Source: an optimization exercise on an open RTL-to-GDS flow (aim: small area, a short achievable clock period and few clock cycles per item). Production flows keep margins and buffers that such runs may drop. RTL that was checked went through simulation tests only; none was proved equivalent to the original. No functional check of the RTL was part of run 1. Power is estimated from default activity; no workload was simulated.

==> flow/design.v, too long to show whole: its modules and the start of the top module <==
// module dwibus_codec: 1541 lines
// module dw_oai31: 3 lines
// module dw_oai21: 3 lines
// module dw_or_nand3: 3 lines
// module dw_and4: 3 lines
// module dw_xor2: 3 lines
module dwibus_codec (
    input  wire         clk,
    input  wire         rst,         
    input  wire         start,       
    input  wire         op,          
    input  wire [7:0]   self_addr,   
    input  wire [479:0] frame_in,
    output wire         ready,
    output reg          done,        
    output wire [7:0]   status,
    output wire [7:0]   crc,
    output wire [479:0] frame_out
);
  // ...
==> flow/flow/run.sh <==
#!/bin/bash
# Own layout flow: the standard flow, with each port buffered by the
# smallest buffer (buf_1) instead of the one buffer_ports picks by default.
set -euo pipefail
bash standard.sh "BUFFER_PORTS_ARGS=-buffer_cell sky130_fd_sc_hd__buf_1" finish > standard_flow.log 2>&1
==> flow/standard.sh <==
#!/bin/bash
# synth_recipe.tcl (not shown) runs the flow's synth.tcl, then flattens the netlist and writes it again
# the make line also repeats each setting of config.mk as NAME=value (left out here)
make -C /OpenROAD-flow-scripts/flow DESIGN_CONFIG=/design/flow/config.mk WORK_HOME=/design/flow/orfs CLKGATE_MAP_FILE= SYNTH_SCRIPT=/design/flow/synth_recipe.tcl "${@:-finish}"
==> flow/config.mk <==
export PLATFORM = sky130hd
export DESIGN_NAME = dwibus_codec
export DESIGN_NICKNAME = dwibus_codec
export VERILOG_FILES = /design/flow/design.v
export SDC_FILE = /design/flow/constraint.sdc
export NUM_CORES = 4
export LEC_CHECK = 0
export CAP_MARGIN = 20
export CORE_AREA = 10 10 290 290
export CTS_BUF_LIST = sky130_fd_sc_hd__clkbuf_4 sky130_fd_sc_hd__clkbuf_8
export DIE_AREA = 0 0 300 300
export PLACE_DENSITY = 0.6
export SETUP_SLACK_MARGIN = 2.3
export SLEW_MARGIN = 20
export SYNTH_HIERARCHICAL = 1
export SYNTH_MINIMUM_KEEP_SIZE = 0
==> flow/constraint.sdc <==
create_clock -name core_clock -period 5.0 [get_ports {clk}]
set_input_delay 1.0000 -clock core_clock [delete_from_list [all_inputs] [get_ports {clk}]]
set_output_delay 1.0000 -clock core_clock [all_outputs]
set_load 0.01 [all_outputs]
==> results.cfg, run 1 <==
[layout]
clkbuf_count = 104
multi_input_cells = 823
nFillCells = 7521
seq_cells = 474
final_nets = 2932
multi_input_area_share = 0.2952

[drt]
routed-wl-met3_um = 7944
wl_met2_um = 46990
vias = 14309
topRoutingLayerUsed = met5
viasPerCell = 4.032

[die]
die_w_um = 300
die_h_um = 300
ioPinCount = 990
core_area_mm2 = 0.07759

[worst_hold_path]
holdPathEnd = busy$_SDFF_PP0_
holdPathStages = 1

[critical_path]
cp_slowest_cell = edfxtp_1
reg2regPathDepth = 11
cp_cell_sequence = xor2_2 > xor2_2 > buf_4 > buf_4 > xor2_1 > xor2_1 > xor2_1 > xor2_2 > xor2_1 > xor2_1 > o21ai_1
reg2reg_to = okz_q[2]$_DFF_P_
crit_type = flip-flop to flip-flop
cp-endpoint = okz_q[2]$_DFF_P_
startpoint = img[233]$_DFFE_PN_

[place]
place_hpwl_um = 76950

[synth]
synth_adder_area_share = 0
yosysUniqueCellTypes = 31
synth_top_area_cell = edfxtp_1
synth_seq_cells = 474

[clock_network]
insertion_delay_ns = 0.69
ctsHoldBuffers = 0
clock_sinks = 474

[power]
p_sw_frac = 0.4208
power-top-group = combinational cells
p_int_mw = 11.17
fin_total_pwr_mw = 19.28
clock_power_mw = 3.72

[global_routing]
grt_usage = 0.1919
grt_busiest_layer = met2
grt_util_met2 = 0.3404

[run_status]
status = no timing/DRC/antenna violations

[sta]
finalHoldViolCount = 0
setup_ws_ns = 2.227
fmax_ghz = 0.3606

[flow_run]
drv_cap = 0
==> run 2, diff against run 1 <==
--- a/flow/design.v
+++ b/flow/design.v
@@ -14,23 +14,19 @@
     wire [479:0] fi = frame_in;
     reg         busy;
     reg [439:0] img;       
     reg [7:0]   pc_q;      
     reg [7:0]   ps_q;      
     reg         chk_q;     
     reg [3:0]   pre_q;     
     reg [7:0]   crc_q;
-    reg [2:0]   okz_q;     
+    reg [7:0]   syn_q;     
     wire [15:0] part_in;   
     wire [15:0] crc_syn;   
-    wire [2:0]  okz;       
-    dw_oai31 u_z0 (.a(crc_syn[8]),  .b(crc_syn[9]),  .c(crc_syn[10]), .d(chk_q), .y(okz[0]));
-    dw_oai31 u_z1 (.a(crc_syn[11]), .b(crc_syn[12]), .c(crc_syn[13]), .d(chk_q), .y(okz[1]));
-    dw_oai21 u_z2 (.a(crc_syn[14]), .b(crc_syn[15]), .c(chk_q), .y(okz[2]));
     assign ready = ~busy;
     wire m0;
     dw_xor2 u_m0 (.a(fi[7]), .b(fi[12]), .y(m0));
     wire m1;
     dw_xor2 u_m1 (.a(fi[14]), .b(fi[15]), .y(m1));
     wire m2;
     dw_xor2 u_m2 (.a(m0), .b(fi[9]), .y(m2));
     wire m3;
@@ -1523,34 +1519,40 @@
         pc_q  <= part_in[7:0];
         ps_q  <= part_in[15:8];
         if (!busy) begin
             img   <= fi[2*8 +: 440];
             chk_q <= chk_in;
             pre_q <= pre_in;
         end
         crc_q <= crc_syn[7:0];
-        okz_q <= okz;
+        syn_q <= crc_syn[15:8];
     end
+    wire n01, n23, n45, n67, syn_nz;
     wire [3:0] st;
-    dw_or_nand3 u_st0 (.a(pre_q[0]), .b(okz_q[0]), .c(okz_q[1]), .d(okz_q[2]), .y(st[0]));
-    dw_and4     u_st1 (.a(pre_q[1]), .b(okz_q[0]), .c(okz_q[1]), .d(okz_q[2]), .y(st[1]));
-    dw_and4     u_st2 (.a(pre_q[2]), .b(okz_q[0]), .c(okz_q[1]), .d(okz_q[2]), .y(st[2]));
-    dw_or_nand3 u_st3 (.a(pre_q[3]), .b(okz_q[0]), .c(okz_q[1]), .d(okz_q[2]), .y(st[3]));
+    dw_nor2  u_n01 (.a(syn_q[0]), .b(syn_q[1]), .y(n01));
+    dw_nor2  u_n23 (.a(syn_q[2]), .b(syn_q[3]), .y(n23));
+    dw_nor2  u_n45 (.a(syn_q[4]), .b(syn_q[5]), .y(n45));
+    dw_nor2  u_n67 (.a(syn_q[6]), .b(syn_q[7]), .y(n67));
+    dw_nand4 u_nz  (.a(n01), .b(n23), .c(n45), .d(n67), .y(syn_nz));
+    dw_ao21  u_st0 (.a(chk_q), .b(syn_nz), .c(pre_q[0]), .y(st[0]));
+    dw_ai21b u_st1 (.a(chk_q), .b(syn_nz), .c(pre_q[1]), .y(st[1]));
+    dw_ai21b u_st2 (.a(chk_q), .b(syn_nz), .c(pre_q[2]), .y(st[2]));
+    dw_ao21  u_st3 (.a(chk_q), .b(syn_nz), .c(pre_q[3]), .y(st[3]));
     assign status    = {3'b000, st[3], 1'b0, st[2:0]};
     assign crc       = crc_q;
     assign frame_out = {8'h0A, 8'h0D, crc_q, img, 8'h55, 8'hAA};
 endmodule
-module dw_oai31 (input wire a, input wire b, input wire c, input wire d, output wire y);
-    assign y = ~((a | b | c) & d);
+module dw_nor2 (input wire a, input wire b, output wire y);
+    assign y = ~(a | b);
 endmodule
-module dw_oai21 (input wire a, input wire b, input wire c, output wire y);
-    assign y = ~((a | b) & c);
+module dw_nand4 (input wire a, input wire b, input wire c, input wire d, output wire y);
+    assign y = ~(a & b & c & d);
 endmodule
-module dw_or_nand3 (input wire a, input wire b, input wire c, input wire d, output wire y);
-    assign y = a | ~(b & c & d);
+module dw_ao21 (input wire a, input wire b, input wire c, output wire y);
+    assign y = (a & b) | c;
 endmodule
-module dw_and4 (input wire a, input wire b, input wire c, input wire d, output wire y);
-    assign y = a & b & c & d;
+module dw_ai21b (input wire a, input wire b, input wire c, output wire y);
+    assign y = c & ~(a & b);
 endmodule
 module dw_xor2 (input wire a, input wire b, output wire y);
     assign y = a ^ b;
 endmodule
--- a/flow/config.mk
+++ b/flow/config.mk
@@ -5,12 +5,12 @@
 export SDC_FILE = /design/flow/constraint.sdc
 export NUM_CORES = 4
 export LEC_CHECK = 0
 export CAP_MARGIN = 20
 export CORE_AREA = 10 10 290 290
 export CTS_BUF_LIST = sky130_fd_sc_hd__clkbuf_4 sky130_fd_sc_hd__clkbuf_8
 export DIE_AREA = 0 0 300 300
 export PLACE_DENSITY = 0.6
-export SETUP_SLACK_MARGIN = 2.3
+export SETUP_SLACK_MARGIN = 2.2
 export SLEW_MARGIN = 20
 export SYNTH_HIERARCHICAL = 1
 export SYNTH_MINIMUM_KEEP_SIZE = 0
==> run 2 against run 1 <==
  * Area after synthesis rose by 0.44%
  * Clock power grew 3%
  * Sequential cell count is 5 higher
  * Largest power group unchanged
  * Register-to-register slack gained 0.06 ns
  * Highest routed layer unchanged
  * Core utilization is 1.4 points lower
==> results.cfg, run 2 <==
[run_status]
status = no timing/DRC/antenna violations

[clock_network]
cts_made_buffers = 86
insertion_delay_ns = 0.69
cts_buffer_depth = 3
clock_sinks = 479
cts_tree = yes
path_clk_slew_ns = 0.06
ctsHoldBuffers = 0
root_buffer = clkbuf_8
htree_levels = 3

[synth]
synth_common_cells = xor2_1, edfxtp_1, buf_4, dfxtp_1
synth_seq_cells = 479
netlist_instances = 1317
yosysUniqueCellTypes = 29
yosysWarnings = 7
ys_async_sr_fraction = 0
synth_top_cells_by_area = edfxtp_1, xor2_1, dfxtp_1
synth_flop_cell = edfxtp_1
synth_top_area_frac = 0.6295
yosys.cell_count.top_type = xor2_1
syn_avg_cell_area_um2 = 16.12
synth_edf_count = 445
synth_top_area_cell = edfxtp_1
ys_seq_area_frac = 0.6616
synth.cell_area_mm2 = 0.02123

[critical_path]
endpoint_kind = primary output
worst_setup_path_start_kind = flip-flop
critPathMaxStageDelay_ns = 0.31
cp_slowest_cell = dfxtp_1
rrSetupSlack_ns = 2.29
cp_cell_sequence = nor2_1 > nand4_1 > buf_4 > a21o_1 > clkbuf_2
crit_path_max_fanout = 4
path_buf_inv = 2
crit_arrival_ns = 1.71
worstPathRequired_ns = 4.00
path_delay_family = buffers and inverters
crit_type = flip-flop to primary output

[layout]
largest_reg_flops = 440
fin_cells = 3515
nFillCells = 7716
layout-drive-gt1-share = 0.1331
final_nets = 2895
final-seq-area_mm2 = 0.01404
multiInputGateArea_mm2 = 0.008080
postLayoutCoreUtil = 0.3779
syn_to_final_growth_pct = 38.13
largest_register = img
final_cell_mix = buf_1, xor2_1, edfxtp_1, xor2_2, clkbuf_8
final_common_cell = buf_1
fin_area_mm2 = 0.02932

[sta]
hold_slack_ns = 0.4747
finalHoldViolCount = 0
fmax_ghz = 0.3688
slew_viol_final = 0
skew_ns = 0.05260
tightest_slew_ns = 0.7264
finalCritPeriodShare = 0.5422
rsz0062_at_grt = yes
slew-limit-headroom = 0.5158
period_needed_ns = 2.711
setup_violations = 0

[global_routing]
grt_usage = 0.1951
grt_remaining_overflow = 0
grt_antenna_before_repair = 21
grt_max_degree = 120
first_global_vias = 15664
grt_pass1_wl_um = 122600

[die]
core_area_mm2 = 0.07759
ioPinCount = 990
die_h_um = 300
initial_utilization = 0.2736
die_w_um = 300
die-area_mm2 = 0.09000
row_count = 102

[power]
power_density_mw_per_mm2 = 605.3
vdd_drop_max_mv = 0.4141
cellLeakagePower_nw = 10.77

[drt]
wire_per_inst_um = 26.38
ant_nets = 0
drc_errors = 0
viasPerCell = 4.107
first_pass_iters = 5
routed_wl_um = 92720
vias = 14436
drt_iter0_markers = 992

[place]
place_area_mm2 = 0.02604
port_buffers = 953
gp_congestion = 0.8743
place_hpwl_um = 79100
placedCellCount = 3310

[worst_hold_path]
min_path_type = primary input to flip-flop

[flow_run]
drv_cap = 0
==> run 2: changes by cell type after synthesis <==
cell / delta
a21boi_2: +2
nand4b_1: -2
dfxtp_1: +5
nand4_1: +1
o31ai_2: -2
and4_1: -2
nor2_1: +4
a21o_1: +2
o21ai_1: -1
==> run 2: kinds of logic after synthesis <==
logic type / synth area share
other: 0.0003538
AND/OR/NAND/NOR: 0.01144
buffers and inverters: 0.01609
AO/OA/AOI/OAI: 0.004774
XOR/XNOR: 0.3057
flip-flops: 0.6616
==> run 2: stage by stage <==
| step | TNS, ns | total power, mW | setup slack, ns |
|---|---|---|---|
| after floorplan | -1098.33 | 10.91 | -2.462 |
| after global placement | 0 | 13.17 | 1.469 |
| after detailed placement | 0 | 13.27 | 1.547 |
| after CTS | 0 | 17.67 | 2.150 |
| after global routing | 0 | 18.96 | 2.174 |
| final | 0 | 17.75 | 2.289 |
==> run 2: where the power goes <==
part	switching [mW]	total (mW)	internal [mW]
Sequential	0.352	5.39	5.04
Clock	1.73	3.83	2.10
Combinational	5.11	8.53	3.42
Total	7.19	17.7	10.6
==> run 2: timing repair <==
action                                  4_1_cts  5_1_grt
buffers inserted                             18       26
pin swaps                                     9       41
gates cloned                                  1        0
endpoints found under the setup margin       21       19
resized for setup                            79       65
==> run 2: final timing paths <==
kind                       from            endpoint  cells after the start
max            syn_q[4]$_DFF_P_           status[4]                      5
min reg2reg     busy$_SDFF_PP0_     busy$_SDFF_PP0_                      1
min               frame_in[179]  img[163]$_DFFE_PN_                      1
max reg2reg  img[154]$_DFFE_PN_    crc_q[0]$_DFF_P_                      8
==> run 2: Yosys stat by module, one instance, submodules excluded <==
module / flip-flops and latches / area (um^2) / copies in the design / cells
dw_nor2: 0 / 3.754 / 4 / 1
dw_xor2: 0 / 8.758 / 733 / 1
dwibus_codec: 479 / 14750 / 1 / 575
dw_nand4: 0 / 6.256 / 1 / 1
dw_ao21: 0 / 7.507 / 2 / 1
dw_ai21b: 0 / 11.26 / 2 / 1
==> run 2: cell type report <==
class | instances | area share
Sequential cell | 479 | 0.4790
Multi-Input combinational cell | 825 | 0.2756
Timing Repair Buffer | 1008 | 0.1401
Clock buffer | 106 | 0.04570
Tap cell | 1040 | 0.04438
Clock inverter | 50 | 0.01438
Inverter | 2 | 0.0003841
Antenna cell | 4 | 0.0003414
Timing Repair inverter | 1 | 0.0001707
==> run 2: per-layer routing <==
| layer | global-route usage | up-vias | share of wire |
|---|---|---|---|
| met5 | 0 | - | 0.0017 |
| met4 | 0.05537 | 24 | 0.025 |
| met3 | 0.06848 | 130 | 0.087 |
| met2 | 0.3534 | 699 | 0.52 |
| met1 | 0.2123 | 7060 | 0.36 |
| li1 | - | 6523 | - |
Testbench counts of run 2, summed over its fixed seeds: cycles 3,840, frames 1,920.
==> run 3, diff against run 2 <==
--- a/flow/config.mk
+++ b/flow/config.mk
@@ -10,7 +10,7 @@
 export CTS_BUF_LIST = sky130_fd_sc_hd__clkbuf_4 sky130_fd_sc_hd__clkbuf_8
 export DIE_AREA = 0 0 300 300
 export PLACE_DENSITY = 0.6
-export SETUP_SLACK_MARGIN = 2.2
+export SETUP_SLACK_MARGIN = 2.0
 export SLEW_MARGIN = 20
 export SYNTH_HIERARCHICAL = 1
 export SYNTH_MINIMUM_KEEP_SIZE = 0
==> run 3 against run 2 <==
  * Still clean
  * Non-clock buffer count decreased by 40
  * Sequential power about the same
  * Sequential cell count stayed put
  * First-iteration DRC count down 23%
==> results.cfg, run 3 <==
[drt]
routed_wl_um = 89850
drc_errors = 0
ant_nets = 0
wire_per_inst_um = 25.91
drt_iter0_markers = 768
viasPerCell = 4.064
vias = 14091
first_pass_iters = 4

[synth]
synth_common_cells = xor2_1, edfxtp_1, buf_4, dfxtp_1
netlist_instances = 1317
yosysWarnings = 7
ys_async_sr_fraction = 0
synth_seq_cells = 479
yosys.cell_count.top_type = xor2_1
synth_top_area_frac = 0.6295
yosysUniqueCellTypes = 29
synth_flop_cell = edfxtp_1
synth_top_cells_by_area = edfxtp_1, xor2_1, dfxtp_1
synth_edf_count = 445
synth.cell_area_mm2 = 0.02123
syn_avg_cell_area_um2 = 16.12
synth_top_area_cell = edfxtp_1
ys_seq_area_frac = 0.6616

[layout]
multiInputGateArea_mm2 = 0.007276
final_nets = 2855
layout-drive-gt1-share = 0.07972
final-seq-area_mm2 = 0.01404
final_common_cell = buf_1
final_cell_mix = buf_1, xor2_1, edfxtp_1, clkbuf_8, xor2_2
fin_area_mm2 = 0.02815
nFillCells = 7755
largest_register = img
fin_cells = 3467
syn_to_final_growth_pct = 32.61
largest_reg_flops = 440

[global_routing]
grt_max_degree = 151
first_global_vias = 15343
grt_usage = 0.1897
grt_remaining_overflow = 0
grt_antenna_before_repair = 22
grt_pass1_wl_um = 119200

[die]
die_w_um = 300
ioPinCount = 990
core_area_mm2 = 0.07759
die_h_um = 300
initial_utilization = 0.2736
row_count = 102
die-area_mm2 = 0.09000

[critical_path]
crit_arrival_ns = 3.43
cp_slowest_cell = edfxtp_1
endpoint_kind = flip-flop
crit_type = flip-flop to flip-flop
worst_setup_path_start_kind = flip-flop
cp_cell_sequence = xor2_1 > xor2_1 > xor2_1 > xor2_2 > xor2_2 > xor2_1 > xor2_1 > xor2_1
crit_path_max_fanout = 4
critPathMaxStageDelay_ns = 0.51
path_delay_family = XOR/XNOR gates
critPathMostFrequentCell = xor2_1
worstPathRequired_ns = 5.59
path_buf_inv = 0

[power]
cellLeakagePower_nw = 10.40
vdd_drop_max_mv = 0.4039
fin_total_pwr_mw = 17.00
power_density_mw_per_mm2 = 603.9

[clock_network]
cts_buffer_depth = 3
clock_sinks = 479
cts_tree = yes
ctsHoldBuffers = 0
cts_made_buffers = 87
htree_levels = 3
insertion_delay_ns = 0.70
root_buffer = clkbuf_8
path_clk_slew_ns = 0.06

[place]
port_buffers = 953
gp_congestion = 0.8707
place_hpwl_um = 77330
place_area_mm2 = 0.02600
placedCellCount = 3306
pre_cts_slack_ns = 1.626

[sta]
slew-limit-headroom = 0.2886
rsz0062_at_grt = no
setup_ws_ns = 2.155
period_needed_ns = 2.845
skew_ns = 0.07224
finalCritPeriodShare = 0.5689
finalHoldViolCount = 0
setup_violations = 0
slew_viol_final = 0
hold_slack_ns = 0.4439
fmax_ghz = 0.3515
tightest_slew_ns = 1.064

[run_status]
status = no timing/DRC/antenna violations

[worst_hold_path]
min_path_type = flip-flop to flip-flop

[flow_run]
drv_cap = 0
run 3: changes by cell type in the layout (fill, tap and decap cells not counted), moves of 2 or more:
cell / change
buf_1: +3
xor2_1: +90
clkbuf_2: -3
clkinv_1: -6
diode_2: +2
xor2_2: -78
buf_12: -5
buf_4: -35
xor2_4: -12
clkinv_2: -8
clkbuf_4: +2
run 3: final timing paths:
check / cells after the start / slack (ns) / from / endpoint
hold reg to reg: 1 / 0.44 / busy$_SDFF_PP0_ / busy$_SDFF_PP0_
setup / recovery: 8 / 2.16 / img[384]$_DFFE_PN_ / syn_q[3]$_DFF_P_
setup reg to reg: 8 / 2.16 / img[384]$_DFFE_PN_ / syn_q[3]$_DFF_P_
hold / removal: 1 / 0.44 / busy$_SDFF_PP0_ / busy$_SDFF_PP0_
run 3: metal layers:
| metal | wire, um | track usage |
|---|---|---|
| met5 | 151 | 0 |
| met4 | 2144 | 0.05204 |
| met3 | 8325 | 0.06985 |
| met2 | 46450 | 0.3403 |
| met1 | 32770 | 0.2077 |
run 3: worst reg2reg max path, stage by stage, from the launching register on:
cell	delay (ns)
edfxtp_1	0.51
xor2_1	0.23
xor2_1	0.33
xor2_1	0.42
xor2_2	0.30
xor2_2	0.29
xor2_1	0.25
xor2_1	0.27
xor2_1	0.16
run 3: final cells by class:
cell class,instances,area share
Multi-Input combinational cell,825,0.2585
Clock buffer,109,0.04863
Antenna cell,6,0.0005334
Timing Repair Buffer,968,0.1329
Clock inverter,38,0.01391
Tap cell,1040,0.04623
Inverter,2,0.0004001
Sequential cell,479,0.4990
run 3: metrics by stage:
step	setup TNS, ns	utilization
2_1_floorplan	-1098.33	-
3_3_place_gp	0	0.3351
3_5_place_dp	0	0.3351
4_1_cts	0	0.3596
5_1_grt	0	0.3626
6_report	0	0.3628
run 3: per-module statistics from Yosys, one instance, submodules excluded:
module        flops+latches  copies in the design
dw_ai21b                  0                     2
dw_nor2                   0                     4
dwibus_codec            479                     1
dw_nand4                  0                     1
dw_xor2                   0                   733
dw_ao21                   0                     2
run 3: report_power, final:
group	internal [mW]	total (mW)	switching, mW	leakage (nW)
registers	5.04	5.40	0.364	4.85
clock network	2.16	3.88	1.72	0.912
logic	2.95	7.72	4.77	4.63
run 3: cell families after synthesis:
group	Yosys count	share of synthesized area
xor gates and xnor gates	741	0.3057
DFF	479	0.6616
buffers and inverters	47	0.01609
and+or+nand+nor	36	0.01144
AOI/OAI and AO/OA	12	0.004774
other	2	0.0003538
run 3: what timing repair did:
item                       4_1_cts  5_1_grt
gates cloned                     0        0
setup endpoints to repair       19       16
pin swaps                        2        2
buffers inserted                 3        5
gates resized for setup         14       26
==> run 4, diff against run 3 <==
--- a/flow/config.mk
+++ b/flow/config.mk
@@ -10,7 +10,7 @@
 export CTS_BUF_LIST = sky130_fd_sc_hd__clkbuf_4 sky130_fd_sc_hd__clkbuf_8
 export DIE_AREA = 0 0 300 300
 export PLACE_DENSITY = 0.6
-export SETUP_SLACK_MARGIN = 2.0
+export SETUP_SLACK_MARGIN = 1.9
 export SLEW_MARGIN = 20
 export SYNTH_HIERARCHICAL = 1
 export SYNTH_MINIMUM_KEEP_SIZE = 0
==> run 4 against run 3 <==
  * Critical endpoint is now crc_q[4]$_DFF_P_
  * Area after synthesis unchanged
  * Clock-buffer cell count did not move
  * Critical path type unchanged
  * Global-route usage is essentially flat
  * Final cell count fell by 0.12%
  * Via count grew 0.22%
==> results.cfg, run 4 <==
[synth]
netlist_instances = 1317
synth_xor_area_frac = 0.3057
yosysUniqueCellTypes = 29
synth_common_cells = xor2_1, edfxtp_1, buf_4, dfxtp_1
synth_seq_cells = 479
synth.cell_area_mm2 = 0.02123
synth_top_area_frac = 0.6295
synth_flop_cell = edfxtp_1
synth_edf_count = 445
synth_top_area_cell = edfxtp_1
ys_async_sr_fraction = 0
synth_top_family_by_area = XOR/XNOR gates
synth-compound-area-share = 0.004775
yosys.cell_count.top_type = xor2_1
synth-simple-area-share = 0.01144
synth_top_cells_by_area = edfxtp_1, xor2_1, dfxtp_1
yosysWarnings = 7
synthMuxAreaShare = 0
synth_adder_area_share = 0
ys_seq_area_frac = 0.6616
syn_avg_cell_area_um2 = 16.12

[global_routing]
grt_pass1_wl_um = 119100
grt_max_degree = 151
grt_antenna_before_repair = 22
grt_usage = 0.1896
first_global_vias = 15342
grt_remaining_overflow = 0

[layout]
final_cell_mix = buf_1, xor2_1, edfxtp_1, clkbuf_8, conb_1
postLayoutCoreUtil = 0.3605
syn_to_final_growth_pct = 31.78
final_common_cell = buf_1
largest_reg_flops = 440
layout-drive-gt1-share = 0.07031
largest_register = img
nFillCells = 7763
fin_cells = 3463
final_nets = 2852

[critical_path]
cp_cell_sequence = xor2_1 > xor2_1 > xor2_1 > xor2_1 > xor2_1 > xor2_2 > xor2_1 > xor2_1
timing.rr.start = img[130]$_DFFE_PN_
crit_arrival_ns = 3.45
critPathMaxStageDelay_ns = 0.50
reg2regPathDepth = 8
cp_slowest_cell = xor2_1
critPathMostFrequentCell = xor2_1
worst_setup_path_start_kind = flip-flop
startpoint = img[130]$_DFFE_PN_
endpoint_kind = flip-flop
worstPathRequired_ns = 5.53
crit_path_max_fanout = 4
crit_type = flip-flop to flip-flop

[die]
core_area_mm2 = 0.07759
die_h_um = 300
die-area_mm2 = 0.09000
initial_utilization = 0.2736
row_count = 102
ioPinCount = 990
die_w_um = 300

[clock_network]
cts_tree = yes
clock_sinks = 479
cts_buffer_depth = 3
cts_made_buffers = 87
root_buffer = clkbuf_8
htree_levels = 3
insertion_delay_ns = 0.70
path_clk_slew_ns = 0.06

[power]
cellLeakagePower_nw = 10.35
vdd_drop_max_mv = 0.4018
power_density_mw_per_mm2 = 604.2
fin_total_pwr_mw = 16.90

[drt]
routed_wl_um = 89810
drc_errors = 0
first_pass_iters = 5
drt_iter0_markers = 726
ant_nets = 0
viasPerCell = 4.078
wire_per_inst_um = 25.93
vias = 14122

[sta]
tightest_slew_ns = 0.9931
rsz0062_at_grt = yes
finalCritPeriodShare = 0.5834
period_needed_ns = 2.917
slew-limit-headroom = 0.3379
setup_violations = 0
finalHoldViolCount = 0
setup_tns_ns = 0
skew_ns = 0.07415
fmax_ghz = 0.3428
slew_viol_final = 0

[place]
gp_congestion = 0.8707
port_buffers = 953
placedCellCount = 3306
place_hpwl_um = 77330

[flow_run]
drv_cap = 0

[run_status]
status = no timing/DRC/antenna violations

[worst_hold_path]
hp-start = busy$_SDFF_PP0_
holdPathStages = 1
min_path_type = flip-flop to flip-flop
==> run 4: cell counts after synthesis <==
No cell type changed its count.
==> run 4: final timing paths <==
check	slack (ns)	end
worst max-delay path	2.08	crc_q[4]$_DFF_P_
worst min-delay path	0.44	busy$_SDFF_PP0_
worst max register to register	2.08	crc_q[4]$_DFF_P_
worst min register to register	0.44	busy$_SDFF_PP0_
==> run 4: area by class of cell <==
type | instances | area [um^2] | area share
inverters | 2 | 11.26 | 0.0004026
flip-flops and latches | 479 | 14040 | 0.5021
clock buffers | 109 | 1369 | 0.04893
diodes | 5 | 12.51 | 0.0004473
repair buffers | 965 | 3717 | 0.1329
multi-input cells | 825 | 7126 | 0.2547
well taps | 1040 | 1301 | 0.04652
clock inverters | 38 | 391.6 | 0.01400
==> run 4: Yosys stat by module, one instance, submodules excluded <==
module        cells inside  copies in the design  area (um^2)  flip-flops and latches
dw_nor2                  1                     4        3.754                       0
dw_ai21b                 1                     2        11.26                       0
dw_ao21                  1                     2        7.507                       0
dw_nand4                 1                     1        6.256                       0
dwibus_codec           575                     1        14750                     479
dw_xor2                  1                   733        8.758                       0
==> run 4: logic make-up (layout without fill, tap and decap cells) <==
kind of cell / after synthesis / count (layout)
buffers and inverters: 47 / 1114
other: 2 / 41
DFF: 479 / 479
xor gates and xnor gates: 741 / 741
and+or+nand+nor: 36 / 36
AOI/OAI and AO/OA: 12 / 12
==> run 4: routing by layer <==
metal,vias up,part of all wire,GRT usage
met4,22,0.025,0.05251
met1,6722,0.36,0.2068
met3,141,0.095,0.07100
li1,6521,-,-
met5,-,0.0017,0
met2,716,0.51,0.3400
==> run 4: worst max-delay path, delay by kind of cell (launching register included) <==
kind                      cells  cell delay (ns)
DFF                           1             0.42
xor gates and xnor gates      8             2.35
==> run 4: timing repair <==
action                                  CTS  global route
endpoints found under the setup margin   15            15
pin swaps                                 2             1
buffers inserted                          1             4
endpoints found under the hold margin     0             0
hold buffers                              0             0
gates cloned                              0             0
gates resized for setup                   8            12
==> run 4: stage by stage <==
stage	setup slack [ns]	hold slack [ns]	area, um^2
after floorplan	-2.462	0.4165	21360
after global placement	1.592	0.4304	26000
after detailed placement	1.626	0.4436	26000
after CTS	1.904	0.3668	27830
after global routing	1.892	0.4047	27960
final	2.083	0.4439	27970
==> run 4: where the power goes <==
part	internal, mW	leakage (nW)	total (mW)	switching [mW]
clock network	2.16	0.912	3.88	1.72
registers	5.04	4.85	5.40	0.365
logic	2.90	4.59	7.62	4.72
==> run 5, diff against run 4 <==
--- a/flow/config.mk
+++ b/flow/config.mk
@@ -10,7 +10,7 @@
 export CTS_BUF_LIST = sky130_fd_sc_hd__clkbuf_4 sky130_fd_sc_hd__clkbuf_8
 export DIE_AREA = 0 0 300 300
 export PLACE_DENSITY = 0.6
-export SETUP_SLACK_MARGIN = 1.9
+export SETUP_SLACK_MARGIN = 2.3
 export SLEW_MARGIN = 20
 export SYNTH_HIERARCHICAL = 1
 export SYNTH_MINIMUM_KEEP_SIZE = 0
==> run 5 against run 4 <==
  * Combinational power rose by 16%
  * Die area did not move
  * Area after synthesis unchanged
  * Maximum frequency up 7.9%
  * Worst hold slack lost 0.0060 ns
  * Highest routed layer unchanged
  * Register-to-register slack improved by 0.26 ns
  * Sequential power barely moved
  * Global-route usage rose by 0.28 points
  * Clock skew fell by 0.034 ns
  * Sequential share of layout area down 4.1 points
  * Critical path depth decreased by 3
  * Sequential cell count unchanged
==> results.cfg, run 5 <==
[clock_network]
path_clk_slew_ns = 0.06
insertion_delay_ns = 0.69
ctsHoldBuffers = 0
htree_levels = 3
root_buffer = clkbuf_8
clock_sinks = 479
cts_tree = yes
cts_made_buffers = 85
cts_buffer_depth = 3

[sta]
finalCritPeriodShare = 0.5407
finalHoldViolCount = 0
slew-limit-headroom = 0.4632
slew_viol_final = 0
hold_slack_ns = 0.4378
rsz0062_at_grt = yes
skew_ns = 0.04037
period_needed_ns = 2.704
setup_violations = 0
fmax_ghz = 0.3699
tightest_slew_ns = 0.8052

[critical_path]
endpoint_kind = primary output
worstPathRequired_ns = 4.00
timing.rr.start = img[152]$_DFFE_PN_
crit_arrival_ns = 1.70
crit_type = flip-flop to primary output
reg2reg_to = syn_q[4]$_DFF_P_
reg2regPathDepth = 9
crit_path_max_fanout = 4
worst_setup_path_start_kind = flip-flop
rrSetupSlack_ns = 2.34

[layout]
final_common_cell = buf_1
nFillCells = 7494
postLayoutCoreUtil = 0.3925
final_nets = 2932
syn_to_final_growth_pct = 43.47
largest_reg_flops = 440
largest_register = img
layout-drive-gt1-share = 0.1815
final_cell_mix = buf_1, xor2_1, edfxtp_1, xor2_2, clkbuf_8

[synth]
synth_top_area_frac = 0.6295
yosys.cell_count.top_type = xor2_1
synth_seq_cells = 479
ys_async_sr_fraction = 0
syn_avg_cell_area_um2 = 16.12
synth_common_cells = xor2_1, edfxtp_1, buf_4, dfxtp_1
yosysWarnings = 7
synth_flop_cell = edfxtp_1
synth_top_area_cell = edfxtp_1
netlist_instances = 1317
ys_seq_area_frac = 0.6616
synth_edf_count = 445
synth.cell_area_mm2 = 0.02123
yosysUniqueCellTypes = 29
synth_top_cells_by_area = edfxtp_1, xor2_1, dfxtp_1

[place]
gp_congestion = 0.8902
port_buffers = 953
place_hpwl_um = 77120

[drt]
first_pass_iters = 5
drc_errors = 0
wl_met2_um = 47560
wire_per_inst_um = 25.84
routed_wl_um = 91830
wl_met1_um = 33530
ant_nets = 0
topRoutingLayerUsed = met5
routed-wl-met3_um = 8130
viasPerCell = 4.082
drt_iter0_markers = 775
vias = 14507

[die]
row_count = 102
die-area_mm2 = 0.09000
core_area_mm2 = 0.07759
die_h_um = 300
die_w_um = 300
ioPinCount = 990
initial_utilization = 0.2736

[global_routing]
grt_antenna_before_repair = 16
grt_remaining_overflow = 0
grt_pass1_wl_um = 120800
grt_usage = 0.1924
first_global_vias = 15449
grt_max_degree = 151

[power]
vdd_drop_max_mv = 0.3924
cellLeakagePower_nw = 11.16
power_density_mw_per_mm2 = 600.1
fin_total_pwr_mw = 18.27

[worst_hold_path]
holdPathEnd = busy$_SDFF_PP0_
holdPathStages = 1
min_path_type = flip-flop to flip-flop
hp-start = busy$_SDFF_PP0_

[flow_run]
drv_cap = 0

[run_status]
status = no timing/DRC/antenna violations
## run 5: cell counts after synthesis
No cell type changed its count.
## run 5: logic make-up (layout without fill, tap and decap cells)
family                    count (synthesis)  count (layout)  share of synthesized area
AOI/OAI and AO/OA                        12              12                   0.004774
xor gates and xnor gates                741             741                     0.3057
buffers and inverters                    47            1203                    0.01609
DFF                                     479             479                     0.6616
other                                     2              43                  0.0003538
and+or+nand+nor                          36              36                    0.01144
## run 5: power breakdown
part	switching, mW	leakage (nW)	internal (mW)
combinational	5.21	5.35	3.66
clock	1.73	0.955	2.26
sequential	0.376	4.85	5.04
## run 5: final cells by class
cell class | count | area [um^2] | area share
sequential | 479 | 14050 | 0.4612
multi-input combinational | 825 | 8772 | 0.2880
timing repair buffer | 1047 | 4461 | 0.1465
clock buffer | 116 | 1453 | 0.04770
tap | 1040 | 1301 | 0.04273
clock inverter | 38 | 392.9 | 0.01290
antenna | 7 | 17.52 | 0.0005752
inverter | 2 | 11.26 | 0.0003698
## run 5: per-module statistics from Yosys, one instance, submodules excluded
module	flip-flops and latches	cells inside	copies in the design	cell area (um^2)
dwibus_codec	479	575	1	14750
dw_ai21b	0	1	2	11.26
dw_ao21	0	1	2	7.507
dw_nand4	0	1	1	6.256
dw_xor2	0	1	733	8.758
dw_nor2	0	1	4	3.754
## run 5: timing repair
item	4_1_cts	5_1_grt
setup endpoints to repair	25	22
cloned	2	0
setup buffers	38	46
pin swaps	39	80
resized for setup	134	110
## run 5: stage by stage
stage          setup TNS [ns]  instances  setup slack, ns  cell area [um^2]
2_1_floorplan        -1098.33       1351           -2.462             21370
3_3_place_gp                0       3307            1.640             26030
4_1_cts                     0       3501            2.223             29230
5_1_grt                     0       3551            2.158             30450
3_5_place_dp                0       3307            1.620             26030
6_report                    0       3554            2.296             30450
## run 5: worst max-delay path by stage
stage	startpoint	to	slack, ns	cells past startpoint
6_report	syn_q[6]$_DFF_P_	status[4]	2.30	5
5_1_grt	img[206]$_DFFE_PN_	syn_q[4]$_DFF_P_	2.16	9
4_1_cts	syn_q[4]$_DFF_P_	status[4]	2.22	5
3_5_place_dp	img[211]$_DFFE_PN_	crc_q[5]$_DFF_P_	1.62	8
3_3_place_gp	img[211]$_DFFE_PN_	crc_q[3]$_DFF_P_	1.64	8
2_1_floorplan	busy$_SDFF_PP0_	chk_q$_DFFE_PN_	-2.46	1
## run 5: critical path: stages, from the launching register on
cell and delay (ns):
dfxtp_2 0.32, nor2_2 0.09, nand4_1 0.11, buf_6 0.17, a21o_1 0.19, buf_6 0.13
## run 5: layer usage
metal	track usage	vias to the layer above
met5	0	-
met4	0.06394	18
met3	0.06467	142
met2	0.3408	772
met1	0.2140	7057
li1	-	6518
==> run 6, diff against run 5 <==
--- a/flow/config.mk
+++ b/flow/config.mk
@@ -7,10 +7,11 @@
 export LEC_CHECK = 0
 export CAP_MARGIN = 20
 export CORE_AREA = 10 10 290 290
-export CTS_BUF_LIST = sky130_fd_sc_hd__clkbuf_4 sky130_fd_sc_hd__clkbuf_8
+export CTS_CLUSTER_DIAMETER = 60
+export CTS_CLUSTER_SIZE = 30
 export DIE_AREA = 0 0 300 300
 export PLACE_DENSITY = 0.6
-export SETUP_SLACK_MARGIN = 2.3
+export SETUP_SLACK_MARGIN = 2.1
 export SLEW_MARGIN = 20
 export SYNTH_HIERARCHICAL = 1
 export SYNTH_MINIMUM_KEEP_SIZE = 0
==> run 6 against run 5 <==
  * Sequential share of layout area is 3.4 points higher
  * Critical endpoint is now syn_q[5]$_DFF_P_
  * Highest routed layer unchanged
  * Worst hold slack better by 0.012 ns
  * Register-to-register slack worse by 0.13 ns
  * Clock power is 2% lower
  * Via count is 5.0% lower
  * Largest cell class unchanged
  * Synthesized cell count stayed put
  * Routed wire length is 3.0% lower
  * Final cell count is 4.2% lower
  * Maximum frequency is 3.2% lower
==> results.cfg, run 6 <==
[critical_path]
critPathMostFrequentCell = xor2_1
critPathMaxStageDelay_ns = 0.46
worst_setup_path_start_kind = flip-flop
crit_type = flip-flop to flip-flop
path_buf_inv = 0
cp_slowest_cell = xor2_1
timing.rr.start = img[404]$_DFFE_PN_
reg2regPathDepth = 8
rrSetupSlack_ns = 2.21
startpoint = img[404]$_DFFE_PN_
worstPathRequired_ns = 5.53
path_delay_family = XOR/XNOR gates
reg2reg_to = syn_q[5]$_DFF_P_
crit_path_max_fanout = 2
cp_cell_sequence = xor2_1 > xor2_1 > xor2_1 > xor2_1 > xor2_1 > xor2_1 > xor2_1 > xor2_1
crit_arrival_ns = 3.32
endpoint_kind = flip-flop

[clock_network]
path_clk_slew_ns = 0.09
root_buffer = clkbuf_16
cts_made_buffers = 47
insertion_delay_ns = 0.61
clock_sinks = 479
cts_tree = yes
htree_levels = 2
cts_buffer_depth = 3

[synth]
synth_top_cells_by_area = edfxtp_1, xor2_1, dfxtp_1
yosysUniqueCellTypes = 29
ys_async_sr_fraction = 0
ys_seq_area_frac = 0.6616
synth_common_cells = xor2_1, edfxtp_1, buf_4, dfxtp_1
synth_top_area_frac = 0.6295
synth_top_area_cell = edfxtp_1
synth_flop_cell = edfxtp_1
yosys.cell_count.top_type = xor2_1
yosysWarnings = 7
syn_avg_cell_area_um2 = 16.12
synth.cell_area_mm2 = 0.02123
netlist_instances = 1317
synth_seq_cells = 479
synth_edf_count = 445

[layout]
fin_area_mm2 = 0.02835
final-seq-area_mm2 = 0.01404
largest_reg_flops = 440
final_nets = 2815
largest_register = img
final_common_cell = buf_1
final_cell_mix = buf_1, xor2_1, edfxtp_1, xor2_2, clkbuf_16
layout-drive-gt1-share = 0.07451
syn_to_final_growth_pct = 33.56
nFillCells = 7686
multiInputGateArea_mm2 = 0.007523

[sta]
fmax_ghz = 0.3581
slew-limit-headroom = 0.2684
setup_violations = 0
rsz0062_at_grt = yes
skew_ns = 0.04097
tightest_slew_ns = 1.094
finalCritPeriodShare = 0.5585
slew_viol_final = 0
hold_slack_ns = 0.4501
period_needed_ns = 2.793
setup_ws_ns = 2.207
finalHoldViolCount = 0

[place]
place_hpwl_um = 77330
port_buffers = 953
pre_cts_slack_ns = 1.626
gp_congestion = 0.8707
place_area_mm2 = 0.02600

[flow_run]
drv_cap = 0

[die]
die_h_um = 300
ioPinCount = 990
die-area_mm2 = 0.09000
initial_utilization = 0.2736
core_area_mm2 = 0.07759
row_count = 102
die_w_um = 300

[power]
power_density_mw_per_mm2 = 604.8
p_comb_frac = 0.456
vdd_drop_max_mv = 0.4040
seqPwrFrac = 0.315
cellLeakagePower_nw = 10.36
clock_power_share = 0.229
p_sw_mw = 7.083
p_sw_frac = 0.4131
p_int_mw = 10.06

[drt]
first_pass_iters = 5
wire_per_inst_um = 26.17
viasPerCell = 4.049
drc_errors = 0
vias = 13787
drt_iter0_markers = 730
routed_wl_um = 89090
ant_nets = 0

[run_status]
status = no timing/DRC/antenna violations

[worst_hold_path]
holdPathStages = 1
holdPathEnd = busy$_SDFF_PP0_
min_path_type = flip-flop to flip-flop
hp-start = busy$_SDFF_PP0_

[global_routing]
first_global_vias = 14976
grt_antenna_before_repair = 21
grt_pass1_wl_um = 118000
grt_max_degree = 151
grt_usage = 0.1875
grt_remaining_overflow = 0
run 6: timing repair:
item / in CTS / in global routing
setup buffers: 4 / 4
hold endpoints to repair: 0 / 0
hold buffers: 0 / 0
setup endpoints to repair: 20 / 16
pin swaps: 3 / 6
gates resized for setup: 35 / 37
run 6: cell families after synthesis:
kind of cell | Yosys count | share of synthesized area
DFF | 479 | 0.6616
and+or+nand+nor | 36 | 0.01144
buffers and inverters | 47 | 0.01609
xor gates and xnor gates | 741 | 0.3057
AOI/OAI and AO/OA | 12 | 0.004774
other | 2 | 0.0003538
run 6: per-stage QoR:
stage	util	std cells	setup TNS [ns]	total power, mW
floorplan	-	1351	-1098.33	10.90
global placement	0.3351	3306	0	13.16
detailed placement	0.3351	3306	0	13.27
CTS	0.3613	3398	0	17.42
global route	0.3653	3402	0	18.29
finish	0.3654	3405	0	17.15
run 6: routing by layer:
metal / GRT usage / routed length, um / share of wire / vias up
li1: - / - / - / 6405
met3: 0.06532 / 7736 / 0.087 / 99
met1: 0.2090 / 33020 / 0.37 / 6629
met5: 0 / 144 / 0.0016 / -
met2: 0.3410 / 46680 / 0.52 / 632
met4: 0.03715 / 1512 / 0.017 / 22
run 6: area by class of cell:
class                      count  area share
sequential                   479      0.4954
tap                         1040     0.04590
antenna                        3   0.0002648
clock buffer                  50     0.04338
timing repair buffer         968      0.1319
multi-input combinational    825      0.2654
inverter                       2   0.0003972
clock inverter                38     0.01739
run 6: power by group through the flow:
stage / Combinational [mW] / Sequential, mW / Clock (mW)
final: 7.82 / 5.39 / 3.93
after global routing: 8.64 / 5.44 / 4.21
after CTS: 7.97 / 5.40 / 4.04
after detailed placement: 7.78 / 5.49 / 0
after global placement: 7.68 / 5.49 / 0
after floorplan: 5.41 / 5.49 / 0
run 6: modules after synthesis (local to each module, per instance):
| module | area [um^2] | cells | flops+latches |
|---|---|---|---|
| dw_ai21b | 11.26 | 1 | 0 |
| dw_ao21 | 7.507 | 1 | 0 |
| dw_nand4 | 6.256 | 1 | 0 |
| dw_nor2 | 3.754 | 1 | 0 |
| dw_xor2 | 8.758 | 1 | 0 |
| dwibus_codec | 14750 | 575 | 479 |
run 6: how the worst max path moves through the flow:
stage | end | slack, ns | cells past startpoint
5_1_grt | crc_q[4]$_DFF_P_ | 2.07 | 8
2_1_floorplan | chk_q$_DFFE_PN_ | -2.46 | 1
4_1_cts | crc_q[4]$_DFF_P_ | 2.04 | 8
3_3_place_gp | syn_q[5]$_DFF_P_ | 1.59 | 8
6_report | syn_q[5]$_DFF_P_ | 2.21 | 8
3_5_place_dp | pc_q[4]$_DFF_P_ | 1.63 | 8
run 6: worst register-to-register path: cells and delay by family, from the launching register on:
family / cells / cell delay [ns]
xor gates and xnor gates: 8 / 2.33
DFF: 1 / 0.40
==> run 7, diff against run 6 <==
--- a/flow/config.mk
+++ b/flow/config.mk
@@ -7,8 +7,7 @@
 export LEC_CHECK = 0
 export CAP_MARGIN = 20
 export CORE_AREA = 10 10 290 290
-export CTS_CLUSTER_DIAMETER = 60
-export CTS_CLUSTER_SIZE = 30
+export CTS_BUF_LIST = sky130_fd_sc_hd__clkbuf_4
 export DIE_AREA = 0 0 300 300
 export PLACE_DENSITY = 0.6
 export SETUP_SLACK_MARGIN = 2.1
==> run 7 against run 6 <==
  * Still clean
  * Synthesized cell count stayed put
  * Clock power is 6.6% lower
  * Worst hold slack lost 0.25 ns
  * Sequential cell count unchanged
  * First-iteration DRC count is 2.3% lower
  * Routed wire length increased by 1.9%
  * Maximum frequency fell by 5.1%
  * Sequential power is essentially flat
  * Sequential share of layout area fell by 0.17 points
  * Highest routed layer unchanged
==> results.cfg, run 7 <==
[flow_run]
drv_cap = 0

[sta]
finalHoldViolCount = 0
skew_ns = 0.07221
tightest_slew_ns = 1.020
hold_slack_ns = 0.1956
slew_viol_final = 0
finalCritPeriodShare = 0.5884
rsz0062_at_grt = yes
setup_violations = 0
fmax_ghz = 0.3399
period_needed_ns = 2.942
slew-limit-headroom = 0.3202

[synth]
yosysUniqueCellTypes = 29
synth.cell_area_mm2 = 0.02123
synth_top_cells_by_area = edfxtp_1, xor2_1, dfxtp_1
yosys.cell_count.top_type = xor2_1
synth_top_area_cell = edfxtp_1
synth_flop_cell = edfxtp_1
synth_common_cells = xor2_1, edfxtp_1, buf_4, dfxtp_1
netlist_instances = 1317
syn_avg_cell_area_um2 = 16.12
synth_top_area_frac = 0.6295
ys_async_sr_fraction = 0
yosysWarnings = 7
ys_seq_area_frac = 0.6616
synth_edf_count = 445
synth_seq_cells = 479

[critical_path]
timing.rr.start = img[404]$_DFFE_PN_
cp_cell_sequence = nor2_2 > nand4_1 > buf_6 > a21o_1 > buf_6
critPathMostFrequentCell = buf_6
worst_setup_path_start_kind = flip-flop
reg2regPathDepth = 8
path_buf_inv = 2
crit_type = flip-flop to primary output
crit_arrival_ns = 1.94
reg2reg_to = crc_q[5]$_DFF_P_
crit_path_max_fanout = 4
endpoint_kind = primary output
cp_slowest_cell = dfxtp_2
rrSetupSlack_ns = 2.16
path_delay_family = flip-flops
critPathMaxStageDelay_ns = 0.32
worstPathRequired_ns = 4.00

[clock_network]
clock_sinks = 479
insertion_delay_ns = 0.97
root_buffer = clkbuf_4
cts_made_buffers = 136
cts_buffer_depth = 3
ctsHoldBuffers = 0
htree_levels = 4
path_clk_slew_ns = 0.07
cts_tree = yes

[global_routing]
grt_usage = 0.1930
grt_pass1_wl_um = 121000
grt_antenna_before_repair = 18
first_global_vias = 15800
grt_max_degree = 151
grt_remaining_overflow = 0

[layout]
largest_register = img
syn_to_final_growth_pct = 34.05
layout-drive-gt1-share = 0.1281
final_cell_mix = buf_1, xor2_1, edfxtp_1, clkbuf_4, xor2_2
fin_area_mm2 = 0.02845
final_common_cell = buf_1
fin_cells = 3558
largest_reg_flops = 440
postLayoutCoreUtil = 0.3667
final_nets = 2911
nFillCells = 7755

[worst_hold_path]
holdPathStages = 1
holdPathEnd = img[151]$_DFFE_PN_
hp-start = frame_in[167]
min_path_type = primary input to flip-flop

[drt]
drt_iter0_markers = 713
vias = 14471
viasPerCell = 4.067
first_pass_iters = 4
routed_wl_um = 90800
wire_per_inst_um = 25.52
drc_errors = 0
ant_nets = 0

[place]
port_buffers = 953
place_hpwl_um = 77330
place_area_mm2 = 0.02600
placedCellCount = 3306
gp_congestion = 0.8707

[die]
die-area_mm2 = 0.09000
row_count = 102
die_w_um = 300
die_h_um = 300
initial_utilization = 0.2736
core_area_mm2 = 0.07759
ioPinCount = 990

[power]
cellLeakagePower_nw = 10.60
fin_total_pwr_mw = 17.00
power_density_mw_per_mm2 = 597.4
vdd_drop_max_mv = 0.4037

[run_status]
status = no timing/DRC/antenna violations
## run 7: worst max-delay path by stage
| stage | start | to | slack [ns] | cells after the start |
|---|---|---|---|---|
| after detailed placement | frame_in[99] | pc_q[4]$_DFF_P_ | 1.63 | 8 |
| after global placement | img[160]$_DFFE_PN_ | syn_q[5]$_DFF_P_ | 1.59 | 8 |
| after floorplan | busy$_SDFF_PP0_ | chk_q$_DFFE_PN_ | -2.46 | 1 |
| final | syn_q[4]$_DFF_P_ | status[4] | 2.06 | 5 |
| after CTS | syn_q[7]$_DFF_P_ | status[1] | 1.88 | 5 |
| after global routing | syn_q[4]$_DFF_P_ | status[4] | 1.87 | 5 |
## run 7: Yosys stat by module (local to each module, per instance)
module | times used | cell area [um^2] | cells inside
dw_xor2 | 733 | 8.758 | 1
dw_nand4 | 1 | 6.256 | 1
dwibus_codec | 1 | 14750 | 575
dw_ai21b | 2 | 11.26 | 1
dw_nor2 | 4 | 3.754 | 1
dw_ao21 | 2 | 7.507 | 1
## run 7: timing repair
action,4_1_cts,5_1_grt
buffers inserted,5,10
pin swaps,4,19
setup endpoints to repair,22,20
hold endpoints to repair,0,0
gates resized for setup,53,36
## run 7: logic make-up after synthesis
group	after synthesis	share of synthesized area
buf+inv	47	0.01609
xor+xnor	741	0.3057
compound gates	12	0.004774
other cells	2	0.0003538
flops	479	0.6616
simple gates	36	0.01144
## run 7: through the flow
| stage | setup WS, ns | TNS (ns) |
|---|---|---|
| after CTS | 1.881 | 0 |
| final | 2.058 | 0 |
| after global placement | 1.592 | 0 |
| after global routing | 1.875 | 0 |
| after detailed placement | 1.626 | 0 |
| after floorplan | -2.462 | -1098.33 |
## run 7: metal layers
metal	global-route usage	vias up	wire [um]
met4	0.05263	18	1784
met2	0.3448	728	47320
met5	0	-	120
met1	0.2122	6920	33510
li1	-	6659	-
met3	0.07157	146	8061
## run 7: final cells by class
class | instances | area [um^2] | share of cell area
multi-input combinational | 825 | 7548 | 0.2653
antenna | 4 | 10.01 | 0.0003518
clock inverter | 44 | 287.8 | 0.01011
inverter | 2 | 11.26 | 0.0003958
clock buffer | 189 | 1419 | 0.04987
tap | 1040 | 1301 | 0.04573
sequential | 479 | 14050 | 0.4937
timing repair buffer | 975 | 3829 | 0.1346
## run 7: power breakdown
group	internal, mW	switching (mW)
Sequential	5.03	0.365
Combinational	3.07	4.86
Clock	1.87	1.80
Total	9.98	7.02
==> run 8, diff against run 7 <==
--- a/flow/config.mk
+++ b/flow/config.mk
@@ -7,10 +7,11 @@
 export LEC_CHECK = 0
 export CAP_MARGIN = 20
 export CORE_AREA = 10 10 290 290
-export CTS_BUF_LIST = sky130_fd_sc_hd__clkbuf_4
+export CTS_BUF_LIST = sky130_fd_sc_hd__clkbuf_4 sky130_fd_sc_hd__clkbuf_8
 export DIE_AREA = 0 0 300 300
 export PLACE_DENSITY = 0.6
 export SETUP_SLACK_MARGIN = 2.1
 export SLEW_MARGIN = 20
 export SYNTH_HIERARCHICAL = 1
 export SYNTH_MINIMUM_KEEP_SIZE = 0
+export TNS_END_PERCENT = 20
==> run 8 against run 7 <==
  * Routed wire length shrank 0.57%
  * Via count shrank 2.8%
  * Largest power group unchanged
  * Sequential power is essentially flat
  * Synthesized cell count is the same
  * Setup slack gained 0.15 ns
  * Die area is the same
  * Clock skew shrank 0.0074 ns
  * Still clean
==> results.cfg, run 8 <==
[layout]
fin_cells = 3469
layout-drive-gt1-share = 0.09162
final_nets = 2851
fin_area_mm2 = 0.02838
final_cell_mix = buf_1, xor2_1, edfxtp_1, clkbuf_8, xor2_2
largest_register = img
largest_reg_flops = 440
final_common_cell = buf_1
postLayoutCoreUtil = 0.3658
syn_to_final_growth_pct = 33.72

[synth]
synth.cell_area_mm2 = 0.02123
synthMuxAreaShare = 0
syn_avg_cell_area_um2 = 16.12
synth_edf_count = 445
synth_top_family_by_area = XOR/XNOR gates
yosys.cell_count.top_type = xor2_1
ys_async_sr_fraction = 0
yosysWarnings = 7
synth_top_area_frac = 0.6295
synth-compound-area-share = 0.004775
synth_top_area_cell = edfxtp_1
synth_xor_area_frac = 0.3057
ys_seq_area_frac = 0.6616
synth_seq_cells = 479
synth_top_cells_by_area = edfxtp_1, xor2_1, dfxtp_1
synth_common_cells = xor2_1, edfxtp_1, buf_4, dfxtp_1
synth-simple-area-share = 0.01144
synth_adder_area_share = 0
netlist_instances = 1317
yosysUniqueCellTypes = 29
synth_flop_cell = edfxtp_1

[global_routing]
grt_usage = 0.1893
grt_pass1_wl_um = 119200
grt_max_degree = 163
grt_remaining_overflow = 0
grt_antenna_before_repair = 25
first_global_vias = 15329

[clock_network]
root_buffer = clkbuf_8
cts_buffer_depth = 3
path_clk_slew_ns = 0.06
clock_sinks = 479
cts_made_buffers = 87
insertion_delay_ns = 0.68
htree_levels = 3
cts_tree = yes

[drt]
viasPerCell = 4.057
first_pass_iters = 5
vias = 14073
routed_wl_um = 90280
ant_nets = 0
drc_errors = 0
drt_iter0_markers = 842
wire_per_inst_um = 26.03

[place]
placedCellCount = 3305
port_buffers = 953
place_hpwl_um = 77040
place_area_mm2 = 0.02599
gp_congestion = 0.8737

[critical_path]
crit_arrival_ns = 3.38
crit_path_max_fanout = 4
cp_cell_sequence = xor2_1 > xor2_2 > xor2_2 > xor2_1 > xor2_2 > xor2_1 > xor2_1 > xor2_1
critPathMaxStageDelay_ns = 0.41
worst_setup_path_start_kind = flip-flop
critPathMostFrequentCell = xor2_1
cp_slowest_cell = edfxtp_1
worstPathRequired_ns = 5.59
endpoint_kind = flip-flop
crit_type = flip-flop to flip-flop

[sta]
period_needed_ns = 2.796
tightest_slew_ns = 1.121
slew_viol_final = 0
finalCritPeriodShare = 0.5593
hold_slack_ns = 0.4355
skew_ns = 0.06481
setup_violations = 0
fmax_ghz = 0.3576
finalHoldViolCount = 0
slew-limit-headroom = 0.2528
rsz0062_at_grt = yes

[power]
power_density_mw_per_mm2 = 604.3
cellLeakagePower_nw = 10.44
vdd_drop_max_mv = 0.3774
fin_total_pwr_mw = 17.15

[flow_run]
drv_cap = 0

[die]
ioPinCount = 990
core_area_mm2 = 0.07759
row_count = 102
die-area_mm2 = 0.09000
initial_utilization = 0.2736
die_w_um = 300
die_h_um = 300

[worst_hold_path]
min_path_type = flip-flop to flip-flop

[run_status]
status = no timing/DRC/antenna violations
-- run 8: worst max-delay path, delay by kind of cell (launching register included) --
family                    cells  cell delay, ns
xor gates and xnor gates      8            2.30
DFF                           1            0.41
-- run 8: routing by layer --
metal,vias to the layer above,track usage,wire (um)
li1,6482,-,-
met1,6727,0.2109,33310
met2,713,0.3342,46300
met3,131,0.07243,8576
met4,20,0.04930,1969
met5,-,0,128
-- run 8: timing repair --
item                                   in CTS  in global routing
setup endpoints to repair                  20                 16
setup buffers                               2                  3
endpoints found under the hold margin       0                  0
hold buffers                                0                  0
gates resized for setup                    20                 49
pin swaps                                   3                  5
cloned                                      0                  0
-- run 8: area by class of cell --
| type | instances | area, um^2 |
|---|---|---|
| Antenna cell | 6 | 15.01 |
| Clock buffer | 114 | 1406 |
| Clock inverter | 39 | 405.4 |
| Fill cell | 7732 | 49210 |
| Inverter | 2 | 11.26 |
| Multi-Input combinational cell | 825 | 7502 |
| Sequential cell | 479 | 14040 |
| Tap cell | 1040 | 1301 |
| Timing Repair Buffer | 964 | 3697 |
-- run 8: modules after synthesis (local to each module, per instance) --
module	flops+latches	copies in the design	cells
dwibus_codec	479	1	575
dw_nor2	0	4	1
dw_nand4	0	1	1
dw_xor2	0	733	1
dw_ai21b	0	2	1
dw_ao21	0	2	1
-- run 8: report_power, final --
| group | leakage, nW | switching (mW) | internal, mW | total (mW) |
|---|---|---|---|---|
| registers | 4.85 | 0.353 | 5.04 | 5.39 |
| logic | 4.65 | 4.84 | 2.98 | 7.83 |
| clock network | 0.942 | 1.72 | 2.21 | 3.93 |
| total | 10.4 | 6.92 | 10.2 | 17.2 |
-- run 8: worst paths after layout --
| check | startpoint | endpoint | slack, ns | cells after the start |
|---|---|---|---|---|
| max | img[384]$_DFFE_PN_ | syn_q[3]$_DFF_P_ | 2.20 | 8 |
| min | busy$_SDFF_PP0_ | busy$_SDFF_PP0_ | 0.44 | 1 |
| max reg2reg | img[384]$_DFFE_PN_ | syn_q[3]$_DFF_P_ | 2.20 | 8 |
| min reg2reg | busy$_SDFF_PP0_ | busy$_SDFF_PP0_ | 0.44 | 1 |
-- run 8: stage by stage --
step / setup TNS, ns / worst slack [ns]
after CTS: 0 / 1.814
after detailed placement: 0 / 1.555
final: 0 / 2.204
after global routing: 0 / 2.044
after floorplan: -1098.46 / -2.463
after global placement: 0 / 1.601
-- run 8: cell families after synthesis --
kind of cell	after synthesis
other cells	2
buf+inv	47
simple gates	36
xor+xnor	741
flops	479
compound gates	12
==> run 9, diff against run 8 <==
==> flow/config.mk (replaced) <==
export PLATFORM = sky130hd
export DESIGN_NAME = dwibus_codec
export DESIGN_NICKNAME = dwibus_codec
export VERILOG_FILES = /design/flow/design.v
export SDC_FILE = /design/flow/constraint.sdc
export NUM_CORES = 4
export LEC_CHECK = 0
export CAP_MARGIN = 5
export CORE_AREA = 10 10 290 290
export CTS_BUF_LIST = sky130_fd_sc_hd__clkbuf_4 sky130_fd_sc_hd__clkbuf_8
export DIE_AREA = 0 0 300 300
export PLACE_DENSITY = 0.6
export SETUP_SLACK_MARGIN = 2.1
export SLEW_MARGIN = 5
export SYNTH_HIERARCHICAL = 1
export SYNTH_MINIMUM_KEEP_SIZE = 0
==> run 9 against run 8 <==
  * Still clean
  * Sequential cell count is the same
  * Routed wire length shrank 0.31%
  * Cell area grew 0.26%
  * Area after synthesis is the same
  * Sequential power is essentially flat
  * Global-route usage grew 0.063 points
  * Non-clock buffer count grew 10
  * Register-to-register slack gained 0.02 ns
  * Die area is the same
  * Via count grew 0.47%
  * Total power is essentially flat
  * Critical path type unchanged
  * Largest cell class unchanged
  * Largest power group unchanged
==> results.cfg, run 9 <==
[drt]
wire_per_inst_um = 25.92
viasPerCell = 4.072
first_pass_iters = 4
drc_errors = 0
routed_wl_um = 90000
vias = 14139
drt_iter0_markers = 746
ant_nets = 0

[sta]
finalCritPeriodShare = 0.5543
setup_ws_ns = 2.228
period_needed_ns = 2.772
slew-limit-headroom = 0.2763
fmax_ghz = 0.3608
tightest_slew_ns = 1.082
setup_violations = 0
rsz0062_at_grt = yes
finalHoldViolCount = 0
skew_ns = 0.07218
slew_viol_final = 0

[place]
gp_congestion = 0.8707
pre_cts_slack_ns = 1.626
port_buffers = 953
place_hpwl_um = 77330

[worst_hold_path]
min_path_type = flip-flop to flip-flop

[synth]
synth_top_cells_by_area = edfxtp_1, xor2_1, dfxtp_1
synth_xor_area_frac = 0.3057
synth.cell_area_mm2 = 0.02123
synth_flop_cell = edfxtp_1
synth_edf_count = 445
synth_top_area_cell = edfxtp_1
netlist_instances = 1317
synthMuxAreaShare = 0
synth_seq_cells = 479
syn_avg_cell_area_um2 = 16.12
synth_adder_area_share = 0
ys_seq_area_frac = 0.6616
synth_top_area_frac = 0.6295
ys_async_sr_fraction = 0
synth_top_family_by_area = XOR/XNOR gates
yosysWarnings = 7
yosysUniqueCellTypes = 29
yosys.cell_count.top_type = xor2_1
synth-compound-area-share = 0.004775
synth-simple-area-share = 0.01144
synth_common_cells = xor2_1, edfxtp_1, buf_4, dfxtp_1

[global_routing]
grt_remaining_overflow = 0
grt_max_degree = 151
grt_util_met2 = 0.3410
grt_pass1_wl_um = 119300
grt.met1_usage = 0.2078
grt_usage = 0.1899
met3_usage = 0.06985
first_global_vias = 15370
grt_busiest_layer = met2
grt_antenna_before_repair = 22

[die]
initial_utilization = 0.2736
die_h_um = 300
core_area_mm2 = 0.07759
ioPinCount = 990
die_w_um = 300
die-area_mm2 = 0.09000
row_count = 102

[critical_path]
worstPathRequired_ns = 5.59
critPathMaxStageDelay_ns = 0.45
cp_cell_sequence = xor2_1 > xor2_1 > xor2_1 > xor2_1 > xor2_1 > xor2_1 > xor2_1 > xor2_1
critPathMostFrequentCell = xor2_1
crit_arrival_ns = 3.36
worst_setup_path_start_kind = flip-flop
cp_slowest_cell = xor2_1
crit_path_max_fanout = 2
crit_type = flip-flop to flip-flop
endpoint_kind = flip-flop

[clock_network]
cts_buffer_depth = 3
htree_levels = 3
cts_made_buffers = 87
cts_tree = yes
clock_sinks = 479
ctsHoldBuffers = 0
path_clk_slew_ns = 0.06
root_buffer = clkbuf_8
insertion_delay_ns = 0.70

[layout]
largest_register = img
final_common_cell = buf_1
layout-drive-gt1-share = 0.09477
syn_to_final_growth_pct = 34.06
largest_reg_flops = 440
final_cell_mix = buf_1, xor2_1, edfxtp_1, clkbuf_8, xor2_2
nFillCells = 7733
final_nets = 2861

[power]
vdd_drop_max_mv = 0.4036
cellLeakagePower_nw = 10.47
power_density_mw_per_mm2 = 602.9
fin_total_pwr_mw = 17.16

[flow_run]
drv_cap = 0

[run_status]
status = no timing/DRC/antenna violations
-- run 9: cell counts after synthesis --
Identical to the previous run, type by type.
-- run 9: cell type report --
type                    instances  area (um^2)  area share
flip-flops and latches        479        14040      0.4935
multi-input cells             825         7542      0.2650
repair buffers                974         3785      0.1330
clock buffers                 109         1369     0.04810
well taps                    1040         1301     0.04573
clock inverters                38        391.6     0.01376
diodes                          5        12.51   0.0004397
inverters                       2        11.26   0.0003957
-- run 9: path summary, 6_finish.rpt --
path / end / startpoint / cells after the start / slack, ns
hold / removal: busy$_SDFF_PP0_ / busy$_SDFF_PP0_ / 1 / 0.44
setup reg to reg: crc_q[5]$_DFF_P_ / img[17]$_DFFE_PN_ / 8 / 2.23
hold reg to reg: busy$_SDFF_PP0_ / busy$_SDFF_PP0_ / 1 / 0.44
setup / recovery: crc_q[5]$_DFF_P_ / img[17]$_DFFE_PN_ / 8 / 2.23
-- run 9: metrics by stage --
stage | instances | setup TNS, ns | util | cell area [um^2] | hold WS (ns)
finish | 3472 | 0 | 0.3667 | 28460 | 0.4441
global route | 3468 | 0 | 0.3666 | 28450 | 0.4047
CTS | 3460 | 0 | 0.3621 | 28100 | 0.3668
detailed placement | 3306 | 0 | 0.3351 | 26000 | 0.4436
global placement | 3306 | 0 | 0.3351 | 26000 | 0.4304
floorplan | 1351 | -1098.33 | - | 21360 | 0.4165
-- run 9: routing by layer --
| layer | share of wire | vias up |
|---|---|---|
| met5 | 0.0017 | - |
| met4 | 0.024 | 22 |
| met3 | 0.092 | 134 |
| met2 | 0.52 | 722 |
| met1 | 0.36 | 6766 |
| li1 | - | 6495 |
-- run 9: cells by family (layout without fill, tap and decap cells) --
family / count (synthesis) / after routing
xor gates and xnor gates: 741 / 741
other: 2 / 41
buffers and inverters: 47 / 1123
AOI/OAI and AO/OA: 12 / 12
and+or+nand+nor: 36 / 36
DFF: 479 / 479
-- run 9: worst max-delay path, delay by kind of cell (launching register included) --
kind	cells	cell delay, ns
XOR/XNOR	8	2.27
flip-flops	1	0.43
-- run 9: what timing repair did --
action | 4_1_cts | 5_1_grt
endpoints found under the setup margin | 20 | 16
pin swaps | 4 | 8
resized for setup | 36 | 38
buffers inserted | 7 | 7
-- run 9: report_power, final --
group | leakage (nW) | internal (mW) | total (mW) | switching, mW
combinational | 4.70 | 3.04 | 7.87 | 4.83
clock | 0.912 | 2.16 | 3.88 | 1.72
sequential | 4.85 | 5.04 | 5.40 | 0.364
-- run 9: modules after synthesis, one instance, submodules excluded --
module,area (um^2),copies in the design,cells
dwibus_codec,14750,1,575
dw_ai21b,11.26,2,1
dw_nand4,6.256,1,1
dw_nor2,3.754,4,1
dw_ao21,7.507,2,1
dw_xor2,8.758,733,1

[port drivers added, routing unchanged]
How much do the figures lean on ideal ports? The routed layouts below were timed once more, with nothing changed but the port constraints.
Step 1 (the two cells are an assumption about what drives the block):
set clk [get_ports {clk}]
set_driving_cell -lib_cell sky130_fd_sc_hd__clkbuf_16 $clk
set_driving_cell -lib_cell sky130_fd_sc_hd__buf_2 [delete_from_list [all_inputs] $clk]
Step 2, shift: input delay + t, output delay - t, t = (earliest + latest rising clock arrival at the registers) / 2. This alone moves slack from input paths to output paths.
Three values: no drivers, after step 1, after step 2; two values: the first two.
| run | t (ns) | setup slack, ns | slew at the worst register clock pin (ns) |
|---|---|---|---|
| run 1 | 0.724 | 2.227 / 2.227 / 1.707 | 0.07 / 0.07 |
| run 2 | 0.726 | 2.289 / 2.231 / 1.766 | 0.07 / 0.07 |
| run 3 | 0.732 | 2.155 / 2.155 / 1.608 | 0.07 / 0.07 |
| run 4 | 0.730 | 2.083 / 2.083 / 1.611 | 0.07 / 0.07 |
| run 5 | 0.726 | 2.296 / 2.240 / 1.695 | 0.07 / 0.07 |
| run 6 | 0.651 | 2.207 / 2.207 / 1.625 | 0.09 / 0.09 |
| run 7 | 0.973 | 2.058 / 2.000 / 1.595 | 0.07 / 0.07 |
| run 8 | 0.705 | 2.204 / 2.204 / 1.584 | 0.06 / 0.06 |
| run 9 | 0.730 | 2.228 / 2.211 / 1.610 | 0.07 / 0.07 |
After both steps setup and hold are still met in every run listed. For run 8, which loses most, drivers alone change the setup slack by 0.000 ns; drivers and shift together by -0.620 ns.
